Source: an optimization exercise on an open RTL-to-GDS flow (aim: small area, a short achievable clock period and few clock cycles). Production flows keep margins and buffers that such runs may drop. Where RTL was checked, it was by simulation tests only, not by an equivalence proof against the original. Power is estimated from default activity; no workload was simulated.

== indigo ==
Design dfwt_core, start of the top module:
module dfwt_core (
    input  wire        clk,
    input  wire        rst,
    input  wire        op_valid,
    output wire        op_ready,
    input  wire [3:0]  op_code,
    input  wire [31:0] op_arg,
    input  wire [5:0]  op_len,
    output wire        out_valid,
    input  wire        out_ready,
    output wire [7:0]  out_byte,
    output wire        busy,
    output wire [15:0] crc,
    output wire [31:0] timestep,
    output wire        gate
);
For scale: roughly 1,500 cells after synthesis, roughly 0.014 mm2 of cells after synthesis.
export LEC_CHECK = 0
export CAP_MARGIN = 20
export CORE_MARGIN = 2
export CORE_UTILIZATION = 55
export SETUP_SLACK_MARGIN = 5
export SLEW_MARGIN = 20
create_clock -name core_clock -period 9.0 [get_ports {clk}]
standard.sh (not shown) runs the stock make flow with config.mk's settings and CLKGATE_MAP_FILE= SYNTH_SCRIPT=/design/flow/synth_recipe.tcl, a recipe that flattens the netlist after the stock synthesis.
==> flow/flow/run.sh <==
#!/bin/bash
set -euo pipefail
bash standard.sh SETUP_SLACK_MARGIN=5.7 "BUFFER_PORTS_ARGS=-buffer_cell sky130_fd_sc_hd__buf_1" finish > standard.log 2>&1
Changes in xenon relative to indigo:
--- a/flow/config.mk
+++ b/flow/config.mk
@@ -10,2 +10,4 @@
 export CORE_UTILIZATION = 55
+export CTS_CLUSTER_DIAMETER = 60
+export CTS_CLUSTER_SIZE = 30
 export SETUP_SLACK_MARGIN = 5
Findings:
Summary of xenon over indigo: minimum period implied by the final worst setup slack increased 0.087 ns; non-clock buffer instance count of the final layout now smaller.
Summary — worst setup slack, xenon relative to indigo: lower, by 0.087 ns.
The register-to-register slack of xenon was inferior to that of indigo.
The worst path arrival time of xenon is higher than that of indigo.
Power density over the cells in xenon vs indigo: down about 4.6%
Post-layout instance count excluding filler cells: higher on indigo
Wire length delta for xenon relative to indigo: about 1.5% lower
As of xenon, length of routed met3 wiring had risen slightly compared to indigo.
The final layout from xenon, which completed every stage, passed the timing, DRC and antenna checks at the end of the flow.
Post-route worst hold slack (lower): indigo
On part of the power in combinational logic: between xenon and indigo, it ends up lower for indigo.
No run of this note included a check of the RTL's function; only the layout flow was run.

Another version of the RTL of dfwt_core (not shown whole).
For scale: about 1600 cells after synthesis, roughly 240 flip-flops, roughly 0.015 sq mm of cells after synthesis.
==> flow/config.mk <==
export PLATFORM = sky130hd
export DESIGN_NAME = dfwt_core
export DESIGN_NICKNAME = dfwt_core
export VERILOG_FILES = /design/flow/design.v
export SDC_FILE = /design/flow/constraint.sdc
export NUM_CORES = 4
export LEC_CHECK = 0
export CAP_MARGIN = 20
export CORE_MARGIN = 2
export CORE_UTILIZATION = 55
export SETUP_SLACK_MARGIN = 5
export SLEW_MARGIN = 20
==> flow/constraint.sdc <==
create_clock -name core_clock -period 9.0 [get_ports {clk}]
set_input_delay 1.8000 -clock core_clock [delete_from_list [all_inputs] [get_ports {clk}]]
set_output_delay 1.8000 -clock core_clock [all_outputs]
set_load 0.01 [all_outputs]
==> flow/flow/run.sh <==
#!/bin/bash
set -euo pipefail
bash standard.sh SETUP_SLACK_MARGIN=5.7 \
  "BUFFER_PORTS_ARGS=-buffer_cell sky130_fd_sc_hd__buf_1" \
  "CTS_ARGS=-sink_clustering_enable -repair_clock_nets -dont_use_dummy_load -sink_clustering_buffer sky130_fd_sc_hd__clkbuf_4" \
  finish > standard.log 2>&1
The first run completed with no timing, DRC or antenna violations.
Testbench counts at the start, summed over its fixed seeds: cycles 205,357.
Rerun with:
==> flow/flow/run.sh (replaced) <==
#!/bin/bash
set -euo pipefail
bash standard.sh SETUP_SLACK_MARGIN=5.7 \
  "BUFFER_PORTS_ARGS=-buffer_cell sky130_fd_sc_hd__buf_1" \
  "CTS_ARGS=-sink_clustering_enable -repair_clock_nets -dont_use_dummy_load -sink_clustering_size 30 -sink_clustering_max_diameter 60" \
  finish > standard.log 2>&1
After rerunning: The changed run finished with timing, DRC and antenna clean. Sequential cell count is unchanged. Count of clock-buffer cells in the layout fell by 42. Wire length decreases slightly. Total power decreases slightly. Sequential share of layout area rose by 0.15 points. Global-route usage falls by 0.33 points. Clock skew shrinks by 4.9 ps.

Setup of run 1:
dfwt_core again, from the RTL that the note above started with.
export LEC_CHECK = 0
export CAP_MARGIN = 20
export CORE_MARGIN = 2
export CORE_UTILIZATION = 60
export SETUP_SLACK_MARGIN = 5
export SLEW_MARGIN = 20
create_clock -name core_clock -period 9.0 [get_ports {clk}]
==> flow/flow/run.sh <==
#!/bin/bash
set -euo pipefail
bash standard.sh SETUP_SLACK_MARGIN=5.7 \
  "BUFFER_PORTS_ARGS=-buffer_cell sky130_fd_sc_hd__buf_1" \
  "CTS_ARGS=-sink_clustering_enable -repair_clock_nets -dont_use_dummy_load" \
  finish > standard.log 2>&1
Run 1 finished all stages; the layout is clean.
Testbench counts of run 1, summed over its fixed seeds: cycles 205,357.
Changes in run 2 relative to run 1:
Settings: swapping 60 for 55 in CORE_UTILIZATION.
==> flow/flow/run.sh <==
#!/bin/bash
set -euo pipefail
bash standard.sh SETUP_SLACK_MARGIN=5.7 \
  "BUFFER_PORTS_ARGS=-buffer_cell sky130_fd_sc_hd__buf_1" \
  "CTS_ARGS=-sink_clustering_enable -repair_clock_nets -dont_use_dummy_load -sink_clustering_buffer sky130_fd_sc_hd__clkbuf_8 -sink_buffer_max_cap_derate 0.5" \
  finish > standard.log 2>&1
[summary]
- Wire length of the first global-routing pass (run 2 over run 1): increase, 5.2%
- In the tables for run 1 and run 2, largest fanout on the critical path reads higher with run 1.
- Lower global-route met2 utilization goes to run 2 over run 1.
- Run 2 against run 1: sequential share of layout area went down by 1.5 points; count of clock-buffer cells in the layout increased 59%; number of diodes added for antenna fixing has increased.
- Run 2 -> run 1: number of flip-flops and latches delta 0, exact match
- Comparing critical path required time for run 1 and run 2, the bigger number came from run 1.
- Cell area after synthesis came out exactly the same in run 1 and run 2.
- Diff run 1 -> run 2: final critical-path share of the clock period +3.7 points, height of the die +about 4.3%.
- All of run 1 and run 2 finish clean.
Input changes introduced in run 3 (baseline for comparison: run 2):
==> flow/flow/run.sh <==
#!/bin/bash
set -euo pipefail
bash standard.sh SETUP_SLACK_MARGIN=5.7 \
  "BUFFER_PORTS_ARGS=-buffer_cell sky130_fd_sc_hd__buf_1" \
  "CTS_ARGS=-sink_clustering_enable -repair_clock_nets -dont_use_dummy_load -sink_clustering_buffer sky130_fd_sc_hd__clkbuf_8 -sink_clustering_size 12" \
  finish > standard.log 2>&1
==> comparison <==
Cmp run 3 vs run 2: met2 capacity usage during global routing lower in run 3. Compared run 3 vs run 2, and global-route wire length before repair is down in run 3. Lower logic gate share of total power among run 3 and run 2: run 3. The final cycle utilization of the critical path of run 3 falls short of that of run 2 by 4.8 points. register to output pin as the critical setup path kind was reported by run 2, and register to register by run 3. Run 2 -> run 3: fmax increased by more than 10%. Reported for run 3 and run 2, sum of negative setup slack turned out identical to the last digit. Run 3 vs. run 2: power higher, post-cts gate resize count went down. [compare] base=run 2 new=run 3: final weighted congestion in routability-driven placement barely changed; antenna diode instance count went down by 2. Data arrival time of the critical path: higher on run 3.
[inputs] run 4 vs run 3
Settings: PLACE_DENSITY now 0.85, previously not set.
==> flow/flow/run.sh <==
#!/bin/bash
set -euo pipefail
bash standard.sh SETUP_SLACK_MARGIN=5.7 \
  "BUFFER_PORTS_ARGS=-buffer_cell sky130_fd_sc_hd__buf_1" \
  "CTS_ARGS=-sink_clustering_enable -repair_clock_nets -dont_use_dummy_load" \
  finish > standard.log 2>&1
## What came out
Run 4 finished end to end and its layout was clean on timing, DRC and antenna.
Re worst-case reg-to-reg path depth: run 4 and run 3 aren't equal, and the higher value belongs to run 4.
Run 3 has a higher number of H-tree levels than run 4.
Run 4 vs run 3, origin of the worst setup path: mm vs zb
Looking at post-CTS setup repair buffer count, run 4 sits 7 above run 3.
Internal power contribution: run 4 higher than run 3
On die area, run 4 and run 3 are neck and neck.
Relative to run 3, total half-perimeter wirelength after legalization and detailed placement decreased by 1.3% in run 4.
In the final reports, the cell area of run 4 is larger than that of run 3.
Run 4 vs. run 3: combinational group share of total power shows an increase of 0.6 points; fmax dropped about 6%; total met2 wirelength after detailed routing rose 7.0%.

Another version of the RTL of dfwt_core (not shown whole).
For scale: roughly 1600 cells after synthesis, about 240 flip-flops.
==> flow/design.v (excerpt) <==
module dfwt_core (
    input  wire        clk,
    input  wire        rst,
    input  wire        op_valid,
    output wire        op_ready,
    input  wire [3:0]  op_code,
    input  wire [31:0] op_arg,
    input  wire [5:0]  op_len,
    output wire        out_valid,
    input  wire        out_ready,
    output wire [7:0]  out_byte,
    output wire        busy,
    output wire [15:0] crc,
    output wire [31:0] timestep,
    output wire        gate
);
==> flow/config.mk <==
export PLATFORM = sky130hd
export DESIGN_NAME = dfwt_core
export DESIGN_NICKNAME = dfwt_core
export VERILOG_FILES = /design/flow/design.v
export SDC_FILE = /design/flow/constraint.sdc
export NUM_CORES = 4
export LEC_CHECK = 0
export CAP_MARGIN = 20
export CORE_MARGIN = 2
export CORE_UTILIZATION = 55
export SETUP_SLACK_MARGIN = 5
export SLEW_MARGIN = 20
==> flow/constraint.sdc <==
create_clock -name core_clock -period 9.0 [get_ports {clk}]
set_input_delay 1.8000 -clock core_clock [delete_from_list [all_inputs] [get_ports {clk}]]
set_output_delay 1.8000 -clock core_clock [all_outputs]
set_load 0.01 [all_outputs]
==> flow/flow/run.sh <==
#!/bin/bash
set -euo pipefail
bash standard.sh SETUP_SLACK_MARGIN=5.7 "BUFFER_PORTS_ARGS=-buffer_cell sky130_fd_sc_hd__buf_1" finish > standard.log 2>&1
The baseline went through all stages and came out clean.
Testbench counts at the start, summed over its fixed seeds: cycles 205,357.
Rerun with:
==> flow/flow/run.sh (replaced) <==
#!/bin/bash
set -euo pipefail
bash standard.sh SETUP_SLACK_MARGIN=6.0 "BUFFER_PORTS_ARGS=-buffer_cell sky130_fd_sc_hd__buf_1" finish > standard.log 2>&1
Result: Die area does not change; power climbs by 9.8%; sequential share of layout area goes down by 1.7 points.
Rerun with:
==> flow/flow/run.sh (replaced) <==
#!/bin/bash
set -euo pipefail
bash standard.sh SETUP_SLACK_MARGIN=5.7 \
  "BUFFER_PORTS_ARGS=-buffer_cell sky130_fd_sc_hd__buf_1" \
  "CTS_ARGS=-sink_clustering_enable -repair_clock_nets -dont_use_dummy_load" \
  finish > standard.log 2>&1
--- a/flow/config.mk
+++ b/flow/config.mk
@@ -12,0 +13 @@
+export TNS_END_PERCENT = 30
After rerunning:
- synthesized cell count is unchanged
- non-clock buffer count is lower by 31
- worst setup slack degrades by 0.12 ns
- sequential share of layout area climbs by 2.0 points
- total power fell by 13%
Rerun with:
--- a/flow/config.mk
+++ b/flow/config.mk
@@ -13 +12,0 @@
-export TNS_END_PERCENT = 30
- The changed run ran to the end with no violations
- routed wire length goes up slightly
- synthesized area is unchanged
- design area stays flat
- combinational power goes up by a few percent
- global-route usage goes up by 0.16 points
- sequential power stays flat

T:
Another version of the RTL of dfwt_core (not shown whole).
==> flow/config.mk <==
export PLATFORM = sky130hd
export DESIGN_NAME = dfwt_core
export DESIGN_NICKNAME = dfwt_core
export VERILOG_FILES = /design/flow/design.v
export SDC_FILE = /design/flow/constraint.sdc
export NUM_CORES = 4
export LEC_CHECK = 0
export CAP_MARGIN = 20
export CORE_MARGIN = 2
export CORE_UTILIZATION = 40
export SETUP_SLACK_MARGIN = 5
export SLEW_MARGIN = 20
==> flow/constraint.sdc <==
create_clock -name core_clock -period 9.0 [get_ports {clk}]
set_input_delay 1.8000 -clock core_clock [delete_from_list [all_inputs] [get_ports {clk}]]
set_output_delay 1.8000 -clock core_clock [all_outputs]
set_load 0.01 [all_outputs]
run.sh (not shown) runs the stock make flow with config.mk's settings and CLKGATE_MAP_FILE= SYNTH_SCRIPT=/design/flow/synth_recipe.tcl, a recipe that flattens the netlist after the stock synthesis.
Stock flow here: none of the scripts above is used.
Testbench counts of T, summed over its fixed seeds: cycles 205,357.
diff inputs: T => S
==> flow/flow/run.sh (new file) <==
#!/bin/bash
set -euo pipefail
bash standard.sh SETUP_SLACK_MARGIN=5.7 finish > standard.log 2>&1
==> flow/standard.sh (new file) <==
#!/bin/bash
# synth_recipe.tcl (not shown) runs the flow's synth.tcl, then flattens the netlist and writes it again
# the make line also repeats each setting of config.mk as NAME=value (left out here)
make -C /OpenROAD-flow-scripts/flow DESIGN_CONFIG=/design/flow/config.mk WORK_HOME=/design/flow/orfs CLKGATE_MAP_FILE= SYNTH_SCRIPT=/design/flow/synth_recipe.tcl "${@:-finish}"
removed: flow/run.sh
Results
- Delta (S minus T): final critical-path share of the clock period now smaller; logic gate share of total power now larger; total power density per cell area now smaller; detailed-router iteration count before antenna repair now larger; internal power of the cells now larger.
- Fraction of area in multi-input gates, S and T: lower on T
- Compared with T, S shows maximum clock frequency higher by 16%.
- As far as setup TNS goes, S and T are indistinguishable; the numbers are identical.

Setup of v2:
RTL: one of the versions met above, not the one the previous note started from.
Size in the first run: roughly 1600 cells after synthesis, about 240 flip-flops, ~110 I/O pins, roughly 15000 um^2 of cells after synthesis.
export LEC_CHECK = 0
export CAP_MARGIN = 20
export CORE_MARGIN = 2
export CORE_UTILIZATION = 55
export SETUP_SLACK_MARGIN = 5
export SLEW_MARGIN = 20
create_clock -name core_clock -period 9.0 [get_ports {clk}]
standard.sh (not shown) runs the stock make flow with config.mk's settings and CLKGATE_MAP_FILE= SYNTH_SCRIPT=/design/flow/synth_recipe.tcl, a recipe that flattens the netlist after the stock synthesis.
==> flow/flow/run.sh <==
#!/bin/bash
set -euo pipefail
bash standard.sh SETUP_SLACK_MARGIN=5.7 \
  "BUFFER_PORTS_ARGS=-buffer_cell sky130_fd_sc_hd__buf_1" \
  "CTS_ARGS=-sink_clustering_enable -repair_clock_nets -dont_use_dummy_load -sink_clustering_buffer sky130_fd_sc_hd__clkbuf_8" \
  finish > standard.log 2>&1
Testbench counts of v2, summed over its fixed seeds: cycles 205,357.
### v2 -> v6
Settings: CORE_UTILIZATION changed from 55 to 70.
==> flow/flow/run.sh <==
#!/bin/bash
set -euo pipefail
bash standard.sh SETUP_SLACK_MARGIN=5.7 \
  "BUFFER_PORTS_ARGS=-buffer_cell sky130_fd_sc_hd__buf_1" \
  "CTS_ARGS=-sink_clustering_enable -repair_clock_nets -dont_use_dummy_load" \
  finish > standard.log 2>&1
==> comparison <==
As of v6, wire length on met3 had risen by more than a quarter compared to v2.
Delta (v6 minus v2): hold slack essentially unchanged, total power of the final layout increased 0.78%.
The inputs of v55 differ from those of v6 as listed below.
Settings: CORE_UTILIZATION now 55, was 70.
==> flow/flow/run.sh <==
#!/bin/bash
set -euo pipefail
bash standard.sh SETUP_SLACK_MARGIN=5.8 \
  "BUFFER_PORTS_ARGS=-buffer_cell sky130_fd_sc_hd__buf_1" \
  "CTS_ARGS=-sink_clustering_enable -repair_clock_nets -dont_use_dummy_load" \
  finish > standard.log 2>&1
## What came out
v55 has completed all stages; timing, DRC and antenna checks passed. When v55 is measured against v6, its fraction of area in registers turns out 0.82 points lower. Met2 routing resource usage after global routing delta for v55 relative to v6: 12 points lower. Compared with v6, in v55 HPWL reported at the end of detailed placement climbed about 3.4%; minimum setup slack after placement climbed 0.64 ns; mean number of vias per cell dropped 0.36; cell area climbed 380 um^2. Total power for v55 is higher than for v6. Compared with v6, in v55 power per unit of standard cell area comparable; combinational cell fraction of total power now larger.
[inputs] v53 vs v55
==> flow/flow/run.sh <==
#!/bin/bash
set -euo pipefail
bash standard.sh SETUP_SLACK_MARGIN=5.7 \
  "BUFFER_PORTS_ARGS=-buffer_cell sky130_fd_sc_hd__buf_1" \
  "CTS_ARGS=-sink_clustering_enable -repair_clock_nets -dont_use_dummy_load" \
  finish > standard.log 2>&1
Results
Per the comparison of v53 with v55, total global-route track usage lost 0.27 points, post-detailed-routing wire length -3.2%. Fraction of standard cell area in multi-input logic essentially unchanged between v55 and v53. Compare v55 and v53 | maximum clock frequency higher: v53. In v53 the area taken by multi-input logic gates turned out 130 um^2 lower than in v55. | final critical delay including setup and external delays | higher: v55 |. Taking v55 as the reference point, the non-clock buffer count of v53 falls by 13%. Side by side, worst setup slack turned out higher in v53 than in v55. Compared with v55, v53 shows a lower layout-stage area growth over the synthesis result.
What v44 does differently from v53 at the input level:
Settings: CORE_UTILIZATION: 55 -> 50.
Findings:
On v44: clock buffer count from CTS is 1 higher than what v53 gave. v44: all stages complete, timing, DRC and antenna checks passed. Against v53, v44 reports a number of buffers inserted by post-CTS setup repair that is higher. v44 vs. v53: total number of tap cells shows an increase of 49, switching power shows an increase of about 0.9%. Min final standard cell count with taps included and fillers excluded across v44 and v53: v53. Per the comparison of v44 with v53, minimum hold slack comparable; number of buffers and inverters on the critical path now larger; cell area now larger.

[re-timing with driven ports]
Ports are ideal in the flow. The routed layouts listed here were re-timed in OpenROAD. Step 1 (the two cells are an assumption about what drives the block):
set clk [get_ports {clk}]
set_driving_cell -lib_cell sky130_fd_sc_hd__clkbuf_16 $clk
set_driving_cell -lib_cell sky130_fd_sc_hd__buf_2 [delete_from_list [all_inputs] $clk]
Step 2 moves the port delays by t, midway between the first and last clock arrival at a register: inputs arrive t later, outputs are due t later. That takes back most of the time a late clock gives input paths. Slacks: no drivers / after step 1 / after step 2; pairs: no drivers / after step 1.
run | t, ns | setup slack, ns | latest minus earliest clock arrival (ns)
indigo | 0.586 | 5.726 / 5.726 / 5.208 | 0.012 / 0.012
xenon | 0.561 | 5.639 / 5.639 / 5.319 | 0.040 / 0.040
the first run of note 2 | 0.540 | 5.732 / 5.732 / 5.327 | 0.038 / 0.038
the second run of note 2 | 0.565 | 5.711 / 5.711 / 5.346 | 0.034 / 0.035
run 1 | 0.568 | 5.649 / 5.649 / 5.448 | 0.059 / 0.059
run 2 | 1.341 | 5.317 / 5.271 / 5.069 | 0.207 / 0.206
run 3 | 0.526 | 5.751 / 5.751 / 5.432 | 0.043 / 0.043
run 4 | 0.571 | 5.542 / 5.542 / 5.423 | 0.023 / 0.023
the first run of note 4 | 0.580 | 5.771 / 5.722 / 5.341 | 0.022 / 0.022
the second run of note 4 | 0.607 | 5.741 / 5.741 / 5.533 | 0.021 / 0.022
the third run of note 4 | 0.576 | 5.624 / 5.624 / 5.089 | 0.022 / 0.022
the fourth run of note 4 | 0.577 | 5.768 / 5.718 / 5.314 | 0.017 / 0.017
T | 0.591 | 5.193 / 5.194 / 4.633 | 0.010 / 0.010
S | 0.593 | 5.710 / 5.675 / 5.179 | 0.019 / 0.019
v2 | 0.526 | 5.751 / 5.751 / 5.432 | 0.043 / 0.043
v6 | 0.569 | 5.667 / 5.667 / 5.325 | 0.026 / 0.026
v55 | 0.574 | 5.682 / 5.682 / 5.310 | 0.026 / 0.026
v53 | 0.579 | 5.765 / 5.765 / 5.390 | 0.056 / 0.057
v44 | 0.586 | 5.720 / 5.720 / 5.280 | 0.026 / 0.026
After both steps setup and hold are still met in every run listed. For T, which loses most, drivers alone change the setup slack by +0.001 ns; drivers and shift together by -0.560 ns.
